Context: an optimization exercise on an open-source flow, tuned for small area, a short achievable clock period and few clock cycles per item. The choices shown serve that exercise and are no tape-out recipe. Only simulation tests tie the RTL to the original design; equivalence was not proved.

**design/flow/run.sh**
```bash
#!/bin/bash
# synth_recipe.tcl (not shown) runs the flow's synth.tcl, then flattens the netlist and writes it again
# the make line also repeats each setting of config.mk as NAME=value (left out here)
make -C /OpenROAD-flow-scripts/flow DESIGN_CONFIG=/design/flow/config.mk WORK_HOME=/design/flow/orfs CLKGATE_MAP_FILE= SYNTH_SCRIPT=/design/flow/synth_recipe.tcl finish
```
**design/flow/config.mk**
```make
export PLATFORM = sky130hd
export DESIGN_NAME = sha256_hex
export DESIGN_NICKNAME = sha256_hex
export VERILOG_FILES = /design/flow/design.v
export SDC_FILE = /design/flow/constraint.sdc
export NUM_CORES = 4
export LEC_CHECK = 0
export CAP_MARGIN = 20
export CORE_MARGIN = 2
export CORE_UTILIZATION = 40
export CTS_CLUSTER_DIAMETER = 100
export CTS_CLUSTER_SIZE = 22
export PLACE_DENSITY = 0.6
export SETUP_SLACK_MARGIN = 5.0
export SLEW_MARGIN = 30
```
**design/flow/constraint.sdc**
```tcl
create_clock -name core_clock -period 10.0 [get_ports {clk}]
set_input_delay 2.0000 -clock core_clock [delete_from_list [all_inputs] [get_ports {clk}]]
set_output_delay 2.0000 -clock core_clock [all_outputs]
set_load 0.01 [all_outputs]
```
**design/flow/design.v**
```verilog
module sha256_hex (
  input  wire         clk,
  input  wire         rst,         
  input  wire         in_valid,
  output wire         in_ready,
  input  wire [7:0]   in_data,
  input  wire         in_keep,     
  input  wire         in_last,     
  output wire         out_valid,
  input  wire         out_ready,
  output wire [511:0] out_hex      
);
  localparam [255:0] H_INIT = {
    32'h6a09e667, 32'hbb67ae85, 32'h3c6ef372, 32'ha54ff53a,
    32'h510e527f, 32'h9b05688c, 32'h1f83d9ab, 32'h5be0cd19};
  localparam [1:0] P_LOAD  = 2'd0,    
                   P_SCHED = 2'd1,    
                   P_END   = 2'd2,    
                   P_SHIFT = 2'd3;    
  reg  [23:0] acc;         
  reg  [1:0]  na;          
  reg         adone;       
  localparam FD = 10;
  localparam FW = 4;                       
  reg  [35:0]   fq [0:FD-1];
  reg  [FW:0]   fcnt;
  reg  [FW-1:0] frd, fwr;
  wire [35:0]   fhead   = fq[frd];
  wire [31:0]   wb      = fhead[35:4];   
  wire          wb_last = fhead[3];      
  wire          wb_p80  = fhead[2];      
  wire [2:0]    wb_nb   = wb_p80 ? {1'b0, fhead[1:0]} : 3'd4;   
  wire          wb_v    = (fcnt != 0);
  wire        wb_take;     
  wire        wb_free = (fcnt != FD) || wb_take;
  reg    rdy;
  assign in_ready = rdy;
  wire   beat     = in_valid && rdy;
  wire [2:0]  n_cur  = adone ? {1'b0, na} : ({1'b0, na} + {2'b0, in_keep});
  wire        l_cur  = adone || in_last;
  wire [31:0] b_cur  = {acc, in_data};
  wire        ncase  = adone ? 1'b0 : 1'b1;    
  reg  [31:0] w_pack;
  integer j;
  always @(*) begin
    for (j = 0; j < 4; j = j + 1) begin
      if (j < na)
        w_pack[31-8*j -: 8] = acc[23-8*j -: 8];
      else if (j == na && ncase && in_keep)
        w_pack[31-8*j -: 8] = in_data;
      else if (j == n_cur && l_cur)
        w_pack[31-8*j -: 8] = 8'h80;
      else
        w_pack[31-8*j -: 8] = 8'h00;
    end
  end
  wire emit_beat = beat && ((in_keep && na == 2'd3) || in_last);
  wire emit      = (adone || emit_beat) && wb_free;
  wire [1:0]    na_n    = emit ? 2'd0 : (beat ? na + {1'b0, in_keep} : na);
  wire          adone_n = emit ? 1'b0 : (beat ? in_last : adone);
  wire [FW:0]   fcnt_n  = fcnt + (emit ? 1'b1 : 1'b0) - (wb_take ? 1'b1 : 1'b0);
  reg  [1:0]   ph;
  reg  [5:0]   k;           
  reg  [5:0]   kidx;        
  reg  [1:0]   ucnt;        
  reg          v1, v2;      
  reg  [511:0] win;         
  reg  [31:0]  hk;          
  reg  [31:0]  a, b, c, d, e, f, g, h;
  reg  [127:0] hsa;        
  reg  [127:0] hse;        
  reg  [15:0]  mlen;
  reg          pend;        
  reg          p80;         
  reg          fin;         
  reg          first;       
  reg          ufin, ufirst;   
  reg          ivl;         
  reg          hsg;         
  reg          ov;
  reg [31:0] k_t;
  always @(*) begin
    case (kidx)
      6'd0:  k_t = 32'h428a2f98; 6'd1:  k_t = 32'h71374491;
      6'd2:  k_t = 32'hb5c0fbcf; 6'd3:  k_t = 32'he9b5dba5;
      6'd4:  k_t = 32'h3956c25b; 6'd5:  k_t = 32'h59f111f1;
      6'd6:  k_t = 32'h923f82a4; 6'd7:  k_t = 32'hab1c5ed5;
      6'd8:  k_t = 32'hd807aa98; 6'd9:  k_t = 32'h12835b01;
      6'd10: k_t = 32'h243185be; 6'd11: k_t = 32'h550c7dc3;
      6'd12: k_t = 32'h72be5d74; 6'd13: k_t = 32'h80deb1fe;
      6'd14: k_t = 32'h9bdc06a7; 6'd15: k_t = 32'hc19bf174;
      6'd16: k_t = 32'he49b69c1; 6'd17: k_t = 32'hefbe4786;
      6'd18: k_t = 32'h0fc19dc6; 6'd19: k_t = 32'h240ca1cc;
      6'd20: k_t = 32'h2de92c6f; 6'd21: k_t = 32'h4a7484aa;
      6'd22: k_t = 32'h5cb0a9dc; 6'd23: k_t = 32'h76f988da;
      6'd24: k_t = 32'h983e5152; 6'd25: k_t = 32'ha831c66d;
      6'd26: k_t = 32'hb00327c8; 6'd27: k_t = 32'hbf597fc7;
      6'd28: k_t = 32'hc6e00bf3; 6'd29: k_t = 32'hd5a79147;
      6'd30: k_t = 32'h06ca6351; 6'd31: k_t = 32'h14292967;
      6'd32: k_t = 32'h27b70a85; 6'd33: k_t = 32'h2e1b2138;
      6'd34: k_t = 32'h4d2c6dfc; 6'd35: k_t = 32'h53380d13;
      6'd36: k_t = 32'h650a7354; 6'd37: k_t = 32'h766a0abb;
      6'd38: k_t = 32'h81c2c92e; 6'd39: k_t = 32'h92722c85;
      6'd40: k_t = 32'ha2bfe8a1; 6'd41: k_t = 32'ha81a664b;
      6'd42: k_t = 32'hc24b8b70; 6'd43: k_t = 32'hc76c51a3;
      6'd44: k_t = 32'hd192e819; 6'd45: k_t = 32'hd6990624;
      6'd46: k_t = 32'hf40e3585; 6'd47: k_t = 32'h106aa070;
      6'd48: k_t = 32'h19a4c116; 6'd49: k_t = 32'h1e376c08;
      6'd50: k_t = 32'h2748774c; 6'd51: k_t = 32'h34b0bcb5;
      6'd52: k_t = 32'h391c0cb3; 6'd53: k_t = 32'h4ed8aa4a;
      6'd54: k_t = 32'h5b9cca4f; 6'd55: k_t = 32'h682e6ff3;
      6'd56: k_t = 32'h748f82ee; 6'd57: k_t = 32'h78a5636f;
      6'd58: k_t = 32'h84c87814; 6'd59: k_t = 32'h8cc70208;
      6'd60: k_t = 32'h90befffa; 6'd61: k_t = 32'ha4506ceb;
      6'd62: k_t = 32'hbef9a3f7; default: k_t = 32'hc67178f2;
    endcase
  end
  wire in_load = (ph == P_LOAD) || (ph == P_END && ucnt[1] && ufin) ||
                 (ph == P_SHIFT && ucnt[1]);
  wire slot_ok = (k[3:0] != 4'd15) || !ov;
  wire load_ok = in_load && slot_ok && (pend || wb_v);
  assign wb_take = in_load && slot_ok && !pend && wb_v;
  wire [31:0] w1  = win[479:448];
  wire [31:0] w2  = win[447:416];
  wire [31:0] w10 = win[191:160];
  wire [31:0] w14 = win[63:32];
  wire [31:0] ss0   = {w2[6:0], w2[31:7]} ^ {w2[17:0], w2[31:18]} ^ (w2 >> 3);
  wire [31:0] ss1   = {w14[16:0], w14[31:17]} ^ {w14[18:0], w14[31:19]} ^ (w14 >> 10);
  reg  [31:0] sp;
  wire [31:0] w_new = ss1 + sp;
  wire        len_slot = fin && (k[3:0] == 4'd15);
  wire [31:0] w_pad = !p80 ? 32'h80000000 : (len_slot ? {13'd0, mlen, 3'd0} : 32'd0);
  wire [31:0] w_load = pend ? w_pad : wb;
  wire        ins = load_ok || (ph == P_SCHED);
  wire [31:0] w_ins = (ph == P_SCHED) ? w_new : w_load;
  wire put80 = load_ok && (pend ? !p80 : wb_p80);
  wire [31:0] bs1 = {e[5:0], e[31:6]} ^ {e[10:0], e[31:11]} ^ {e[24:0], e[31:25]};
  wire [31:0] bs0 = {a[1:0], a[31:2]} ^ {a[12:0], a[31:13]} ^ {a[21:0], a[31:22]};
  wire [31:0] ch  = (e & f) ^ (~e & g);
  wire [31:0] maj = (a & b) ^ (a & c) ^ (b & c);
  wire [31:0] as1 = hk ^ maj ^ ch;
  wire [31:0] ac1 = {(hk[30:0] & maj[30:0]) | (hk[30:0] & ch[30:0]) | (maj[30:0] & ch[30:0]), 1'b0};
  wire [31:0] as2 = bs1 ^ bs0 ^ as1;
  wire [31:0] ac2 = {(bs1[30:0] & bs0[30:0]) | (bs1[30:0] & as1[30:0]) | (bs0[30:0] & as1[30:0]), 1'b0};
  wire [31:0] as3 = as2 ^ ac2 ^ ac1;
  wire [31:0] ac3 = {(as2[30:0] & ac2[30:0]) | (as2[30:0] & ac1[30:0]) | (ac2[30:0] & ac1[30:0]), 1'b0};
  wire [31:0] es1 = d ^ hk ^ ch;
  wire [31:0] ec1 = {(d[30:0] & hk[30:0]) | (d[30:0] & ch[30:0]) | (hk[30:0] & ch[30:0]), 1'b0};
  wire [31:0] es2 = bs1 ^ es1 ^ ec1;
  wire [31:0] ec2 = {(bs1[30:0] & es1[30:0]) | (bs1[30:0] & ec1[30:0]) | (es1[30:0] & ec1[30:0]), 1'b0};
  wire [31:0] a_new, e_new;
  wire [31:0] ka_p0 = as3 ^ ac3;
  wire [31:0] ka_t  = as3 | ac3;
  wire [31:0] ka_g0 = as3 & ac3;
  wire [31:0] ke_p0 = es2 ^ ec2, ke_g0 = es2 & ec2;
  wire [31:0] ka_g1, ka_p1, ka_g2, ka_p2, ka_g3, ka_p3, ka_g4, ka_p4, ka_g5;
  wire [31:0] ke_g1, ke_p1, ke_g2, ke_p2, ke_g3, ke_p3, ke_g4, ke_p4, ke_g5;
  genvar i;
  generate
    for (i = 0; i < 32; i = i + 1) begin : g_ks
      if (i >= 1) begin : l1
        assign ka_g1[i] = ka_g0[i] | ka_g0[i-1];
        assign ke_g1[i] = ke_g0[i] | (ke_p0[i] & ke_g0[i-1]);
        assign ke_p1[i] = ke_p0[i] & ke_p0[i-1];
      end else begin : l1
        assign ka_g1[i] = ka_g0[i];
        assign ke_g1[i] = ke_g0[i];  assign ke_p1[i] = ke_p0[i];
      end
      if (i >= 2) begin : l2
        assign ka_g2[i] = ka_g1[i] | (ka_p1[i] & ka_g1[i-2]);
        assign ka_p2[i] = ka_p1[i] & ka_p1[i-2];
        assign ke_g2[i] = ke_g1[i] | (ke_p1[i] & ke_g1[i-2]);
        assign ke_p2[i] = ke_p1[i] & ke_p1[i-2];
      end else begin : l2
        assign ka_g2[i] = ka_g1[i];  assign ka_p2[i] = ka_p1[i];
        assign ke_g2[i] = ke_g1[i];  assign ke_p2[i] = ke_p1[i];
      end
      if (i >= 4) begin : l3
        assign ka_g3[i] = ka_g2[i] | (ka_p2[i] & ka_g2[i-4]);
        assign ka_p3[i] = ka_p2[i] & ka_p2[i-4];
        assign ke_g3[i] = ke_g2[i] | (ke_p2[i] & ke_g2[i-4]);
        assign ke_p3[i] = ke_p2[i] & ke_p2[i-4];
      end else begin : l3
        assign ka_g3[i] = ka_g2[i];  assign ka_p3[i] = ka_p2[i];
        assign ke_g3[i] = ke_g2[i];  assign ke_p3[i] = ke_p2[i];
      end
      if (i >= 8) begin : l4
        assign ka_g4[i] = ka_g3[i] | (ka_p3[i] & ka_g3[i-8]);
        assign ka_p4[i] = ka_p3[i] & ka_p3[i-8];
        assign ke_g4[i] = ke_g3[i] | (ke_p3[i] & ke_g3[i-8]);
        assign ke_p4[i] = ke_p3[i] & ke_p3[i-8];
      end else begin : l4
        assign ka_g4[i] = ka_g3[i];  assign ka_p4[i] = ka_p3[i];
        assign ke_g4[i] = ke_g3[i];  assign ke_p4[i] = ke_p3[i];
      end
      if (i >= 16) begin : l5
        assign ka_g5[i] = ka_g4[i] | (ka_p4[i] & ka_g4[i-16]);
        assign ke_g5[i] = ke_g4[i] | (ke_p4[i] & ke_g4[i-16]);
      end else begin : l5
        assign ka_g5[i] = ka_g4[i];
        assign ke_g5[i] = ke_g4[i];
      end
    end
  endgenerate
  assign ka_p1 = {ka_t[30:1] & ka_t[29:0], 2'b00};    
  assign a_new = ka_p0 ^ {ka_t[30:0] & ka_g5[30:0], 1'b0};
  assign e_new = ke_p0 ^ {ke_g5[30:0], 1'b0};
  wire step0 = (ph == P_SCHED) && (k == 6'd63);
  wire sh_n  = (ph == P_END && ucnt == 2'd3 && !ufin) || (ph == P_SHIFT && ucnt != 2'd3);
  wire hstep = step0 || (ph == P_END);
  reg [31:0] iva_u, ive_u;                 
  always @(*) begin
    case (step0 ? 2'd0 : ucnt)
      2'd0: begin iva_u = 32'ha54ff53a; ive_u = 32'h5be0cd19; end
      2'd1: begin iva_u = 32'h3c6ef372; ive_u = 32'h1f83d9ab; end
      2'd2: begin iva_u = 32'hbb67ae85; ive_u = 32'h9b05688c; end
      default: begin iva_u = 32'h6a09e667; ive_u = 32'h510e527f; end
    endcase
  end
  wire [31:0] ua_sum = (ufirst ? iva_u : hsa[31:0]) + a;
  wire [31:0] ue_sum = (ufirst ? ive_u : hse[31:0]) + e;
  always @(posedge clk) begin
    if (rst) begin
      na     <= 2'd0;
      adone  <= 1'b0;
      fcnt   <= 0;
      rdy    <= 1'b1;
      frd    <= 0;
      fwr    <= 0;
      ph     <= P_LOAD;
      ucnt   <= 2'd0;
      ivl    <= 1'b1;              
      k      <= 6'd0;
      v1     <= 1'b0;
      v2     <= 1'b0;
      hsg    <= 1'b0;
      mlen   <= 16'd0;
      pend   <= 1'b0;
      p80    <= 1'b0;
      fin    <= 1'b0;
      first  <= 1'b1;
      ov     <= 1'b0;
    end else begin
      if (emit) begin
        fq[fwr] <= {w_pack, l_cur, l_cur && !n_cur[2], n_cur[1:0]};
        fwr     <= (fwr == FD - 1) ? 0 : fwr + 1'b1;
        na      <= 2'd0;
        adone   <= 1'b0;
      end else begin
        if (beat) begin
          if (in_keep)
            acc[23-8*na -: 8] <= in_data;
          na    <= na + {1'b0, in_keep};
          adone <= in_last;
        end
      end
      if (wb_take)
        frd <= (frd == FD - 1) ? 0 : frd + 1'b1;
      fcnt <= fcnt_n;
      rdy  <= !adone_n && (na_n != 2'd3 || fcnt_n != FD);
      v1 <= ins;
      v2 <= v1;
      if (ins) begin
        win  <= {win[479:0], w_ins};
        kidx <= k;
        k    <= k + 6'd1;
      end
      hsg <= v1 || sh_n;
      if (load_ok) begin
        if (!pend) begin
          mlen <= mlen + {13'd0, wb_nb};
          if (wb_last) pend <= 1'b1;
        end
        if (put80) begin
          p80 <= 1'b1;
          if (k[3:0] <= 4'd13) fin <= 1'b1;
        end else if (k[3:0] == 4'd0 && pend && p80)
          fin <= 1'b1;
      end
      ivl <= 1'b0;
      if (ph == P_SCHED && k == 6'd62) begin
        ufin   <= fin;
        ufirst <= first;
        first  <= fin;
        fin    <= 1'b0;
        if (fin) begin
          pend <= 1'b0;
          p80  <= 1'b0;
          mlen <= 16'd0;
        end
      end
      case (ph)
        P_LOAD:  if (load_ok && k[3:0] == 4'd15) ph <= P_SCHED;
        P_SCHED: if (k == 6'd63) begin
          ph   <= P_END;
          ucnt <= 2'd1;
        end
        P_END: begin
          ucnt <= ucnt + 2'd1;
          if (ucnt == 2'd2 && ufin)
            ivl <= 1'b1;
          if (ucnt == 2'd3) begin
            ph   <= ufin ? P_LOAD : P_SHIFT;
            ucnt <= 2'd0;
            if (ufin) ov <= 1'b1;
          end
        end
        default: begin
          ucnt <= ucnt + 2'd1;
          if (ucnt == 2'd3)
            ph <= P_LOAD;
        end
      endcase
      if (ov && out_ready) ov <= 1'b0;
    end
    hk <= k_t + win[31:0] + (ivl ? 32'h5be0cd19 : (hsg ? g : h));
    sp <= w1 + ss0 + w10;
    if (v2)
      {a, b, c, d, e, f, g, h} <= {a_new, a, b, c, e_new, e, f, g};
    else if (ivl)
      {a, b, c, d, e, f, g, h} <= H_INIT;
    else if (ph == P_SHIFT)
      {a, b, c, d, e, f, g, h} <= {hsa[31:0], a, b, c, hse[31:0], e, f, g};
    if (hstep) begin
      hsa <= {ua_sum, hsa[127:32]};
      hse <= {ue_sum, hse[127:32]};
    end else if (ph == P_SHIFT) begin
      hsa <= {hsa[31:0], hsa[127:32]};
      hse <= {hse[31:0], hse[127:32]};
    end
  end
  assign out_valid = ov;
  wire [255:0] hsx = {hsa, hse};
  genvar q;
  generate
    for (q = 0; q < 64; q = q + 1) begin : g_hex
      wire [3:0] nib = hsx[255 - 4*q -: 4];
      wire       ltr = nib[3] & (nib[2] | nib[1]);
      assign out_hex[511 - 8*q -: 8] = {1'b0, ltr, 1'b1, ~ltr,
                                        nib[3] & ~ltr,
                                        ltr ? (nib[2] & (nib[1] | nib[0])) : nib[2],
                                        ltr ? ~(nib[1] ^ nib[0]) : nib[1],
                                        nib[0] ^ ltr};
    end
  endgenerate
endmodule
```
==> metrics.md <==
| Metric | Value |
|---|---|
| Initial antenna violation count | `15` |
| Final setup fails | `0` |
| Core area | `just over 200,000 um2` |
| Slowest cell on crit path | `fa_1` |
| Fmax | `around 200 MHz` |
| Post-synth top flop | `edfxtp_1` |
| RSZ-0062 raised after global routing | `true` |
| Hold/Removal Path Class | `reg2reg` |
| Seq/Total Area, Yosys | `around 54%` |
| Global Route Usage Sum | `between 20% and 30%` |
| Most used cell along the critical path | `fa_1` |
| Slew HR | `22.82%` |
| Worst Path Max Fanout | `3` |
| Initial DRC Count | `slightly above 5,000` |
| Required time worst endpoint | `10.49 ns` |
| Post-synth EDFFs | `1,384` |
| Max-capacitance violation count | `0` |
| Post-synth top area share | `approximately half` |
| Post-route non-filler standard cell count | `~10,000` |
| Dpl ws | `approximately 4.0 ns` |
| Synth Area per Inst | `12.04 um2` |
| Layout cell share with drive strength beyond 1 | `8.416%` |
| Vias in the first global route | `52,890` |
| Largest net degree at the start of global routing | `about 170` |
| Post-route setup slack | `4.961 ns` |
| Die Ht | `458.1 um` |
| Most frequent cell after synthesis | `edfxtp_1` |
| Main area contributors after synthesis | `edfxtp_1 50%, ha_1 5.5%, fa_1 5.4%` |
| Latest clock arrival within the worst-skew pair | `0.75 ns` |
| Critical Path Start Type | `flop` |
| Netlist Area Pre-Place | `about 82,000 um2` |
| Post-route setup TNS | `0 ns` |
| Post-detail-place hpwl | `roughly 180,000 um` |
| Routed vias | `between 50,000 and 60,000` |
| Worst-Margin Slew | `approximately 1.2 ns` |
| Total CTS buffers | `84` |
| Root Buffer | `clkbuf_16` |
| Pins Over Slew Limit | `0` |
| Starting density of the core | `between 40 and 50%` |
| Drt wl/cell | `about 25 um` |
| DRC | `0` |
| Synth-to-Final Area Change | `12.89%` |
| Port bufs | `between 300 and 400` |
| First-pass GRT wire length | `~360,000 um` |
| Area leader, netlist | `edfxtp_1` |
| Synth unique cells | `between 90 and 100` |
| Status | `timing/DRC/antenna clean` |
| CP arrival | `5.53 ns` |
| Fill cells | `about 19,000` |
| CTS tree | `built` |
| Cell Count Post-Placement | `around 9,700` |
| Worst setup EP type | `flop` |
| CTS Buffer Depth | `3` |
| Final ANT Viol Nets | `0` |
| Final Skew | `~0.034 ns` |
| Yosys warnings | `2` |
| Final hold viol count | `0` |
| Layout Nets | `7,792` |
| Post-Synthesis Cells | `~6,900` |
| Crit path time final | `5.039 ns` |
| Width of the die | `458.1 um` |
| IO Count | `about 530` |
| Largest stage delay, worst path | `around 0.56 ns` |
| #FFs+latches synth | `around 1,500` |
| CTS Sinks | `approximately 1,500` |
| Top cells by count, synth | `1,384 x edfxtp_1, 785 x inv_1, 391 x xnor2_1` |
| CP Cell Sequence | `mux2i_2 > fa_1 > inv_2 > fa_1 > inv_1 > fa_1 > inv_2 > ha_4 > nor3b_4 > o311a_1 > o41ai_4 > o41a_1 > o221a_4 > o311ai_4 > buf_4 > nand3b_1 > and4_1 > nor3_1` |
| Worst-path clk slew | `approximately 0.09 ns` |
| Cell row count | `166` |
| Final GP Congestion | `between 0.9 and 1` |
| Async set or reset register ratio after synthesis | `0%` |
| GR Overflow Total | `0` |
| TritonRoute pass-1 iters | `5` |
| Die ar. | `209,900 um2` |
| Critical setup path kind | `reg2reg` |
| Final WL | `approximately 240,000 um` |
| Period utilisation layout | `between 50% and 60%` |
| H-Tree Level Count | `3` |
| Via density | `between 5 and 6` |
## layout make-up
class | instances | area, um2 | area share (%)
Clock inverter | 15 | 212.7 | 0.2284
Tap cell | 2688 | 3363 | 3.611
Inverter | 790 | 2978 | 3.198
Multi-Input combinational cell | 4188 | 33880 | 36.38
Timing Repair Buffer | 590 | 5695 | 6.116
Antenna cell | 2 | 5.005 | 0.005374
Sequential cell | 1536 | 44620 | 47.91
Clock buffer | 141 | 2379 | 2.554
## critical path: cells and delay by family, from the launching register on
kind / cells / cell delay [ns]
AOI/OAI and AO/OA: 5 / 1.50
adders and majority gates: 4 / 1.76
buffers and inverters: 4 / 0.37
DFF: 1 / 0.46
muxes: 1 / 0.20
and+or+nand+nor: 4 / 0.51
## kinds of logic after synthesis
group                      Yosys count  share of synthesized area, %
DFF                               1536                         54.07
other                                2                      0.009103
xor gates and xnor gates           497                         5.276
AOI/OAI and AO/OA                 1437                         11.13
and+or+nand+nor                   1339                         8.181
adders and majority gates          589                         10.97
muxes                              195                         3.616
buffers and inverters             1257                         6.751
## cell usage in the layout (no fill, tap or decap), drive strengths merged, types with 69 or more instances in the layout
master         synthesis  final
nor2                 279    282
inv                  790    796
mux2i                 97     97
a21o                 119    119
nand2                366    366
xor2                 106    106
o21ai                439    439
and2                 105    105
mux4                  80     80
conb                   2    128
a21oi                307    307
nand3                 85     85
nand2b               142    142
edfxtp              1384   1384
clkbuf               208    142
buf                  259    190
dfxtp                152    152
ha                   364    364
fa                   224    224
nor2b                 69     69
a211oi                92     92
xnor2                391    391
nor3                  77     77
clkdlybuf4s50          0    398
## per-layer routing
layer	GRT usage, %	vias up	part of all wire [%]
met3	4.663	315	7.6
met5	0	-	0.028
li1	-	24560	-
met4	5.641	10	2.7
met2	35.52	1861	45
met1	32.34	27360	44
## state kept, by name, indices dropped and copies added (netlist names), 16 cells and up, named ones only
signal / flops
a: 32
c: 32
win: 480
hse: 128
hk: 32
f: 32
mlen: 16
d: 32
k_t: 32
fq: 360
h: 32
e: 32
acc: 24
sp: 32
g: 32
b: 32
hsa: 128
## path summary, 6_finish.rpt
kind | from | to | slack (ns) | cells after the start
worst max register to register | e[2]$_DFFE_PP_ | a[29]$_DFFE_PP_ | 4.96 | 18
worst min-delay path | win[195]$_DFFE_PP_ | win[227]$_DFFE_PP_ | 0.41 | 0
worst max-delay path | e[2]$_DFFE_PP_ | a[29]$_DFFE_PP_ | 4.96 | 18
worst min register to register | win[195]$_DFFE_PP_ | win[227]$_DFFE_PP_ | 0.41 | 0
## per-stage QoR
step | hold slack (ns) | utilization, % | cell area [um2]
final | 0.4099 | 45.47 | 93130
after global placement | 0.4004 | 43.30 | 88670
after global routing | 0.4289 | 45.47 | 93130
after floorplan | 0.4003 | - | 83200
after detailed placement | 0.4045 | 43.32 | 88710
after CTS | 0.4142 | 45.09 | 92350
## timing repair
| item | in CTS | in global routing |
|---|---|---|
| buffers inserted | 68 | 28 |
| endpoints found under the setup margin | 276 | 68 |
| hold buffers | 0 | 0 |
| resized for setup | 90 | 92 |
| pin swaps | 25 | 39 |
| cloned | 4 | 1 |
| endpoints found under the hold margin | 0 | 0 |
Testbench counts, summed over its fixed seeds: cycles 16,799, items 192.

-- separate check: timing with driven ports --
The flow's constraints put no driver on any port. The routed layout listed below was extracted and timed again, unchanged, in two steps.
Step 1 (the two cells are an assumption about what drives the block):
set clk [get_ports {clk}]
set_driving_cell -lib_cell sky130_fd_sc_hd__clkbuf_16 $clk
set_driving_cell -lib_cell sky130_fd_sc_hd__buf_2 [delete_from_list [all_inputs] $clk]
Step 2 moves the port delays by t, midway between the first and last clock arrival at a register: inputs arrive t later, outputs are due t later. That takes back most of the time a late clock gives input paths.
Slacks: ideal ports / drivers / drivers and shift; pairs: ideal ports / drivers.
t, ns: 0.805
setup WS [ns]: 4.961 / 4.961 / 4.229
worst setup path after step 2: input to register
worst register clock-pin slew, ns: 0.11 / 0.11
After both steps this run still meets setup and hold. For this run, drivers alone change the setup slack by 0.000 ns; drivers and shift together by -0.732 ns.
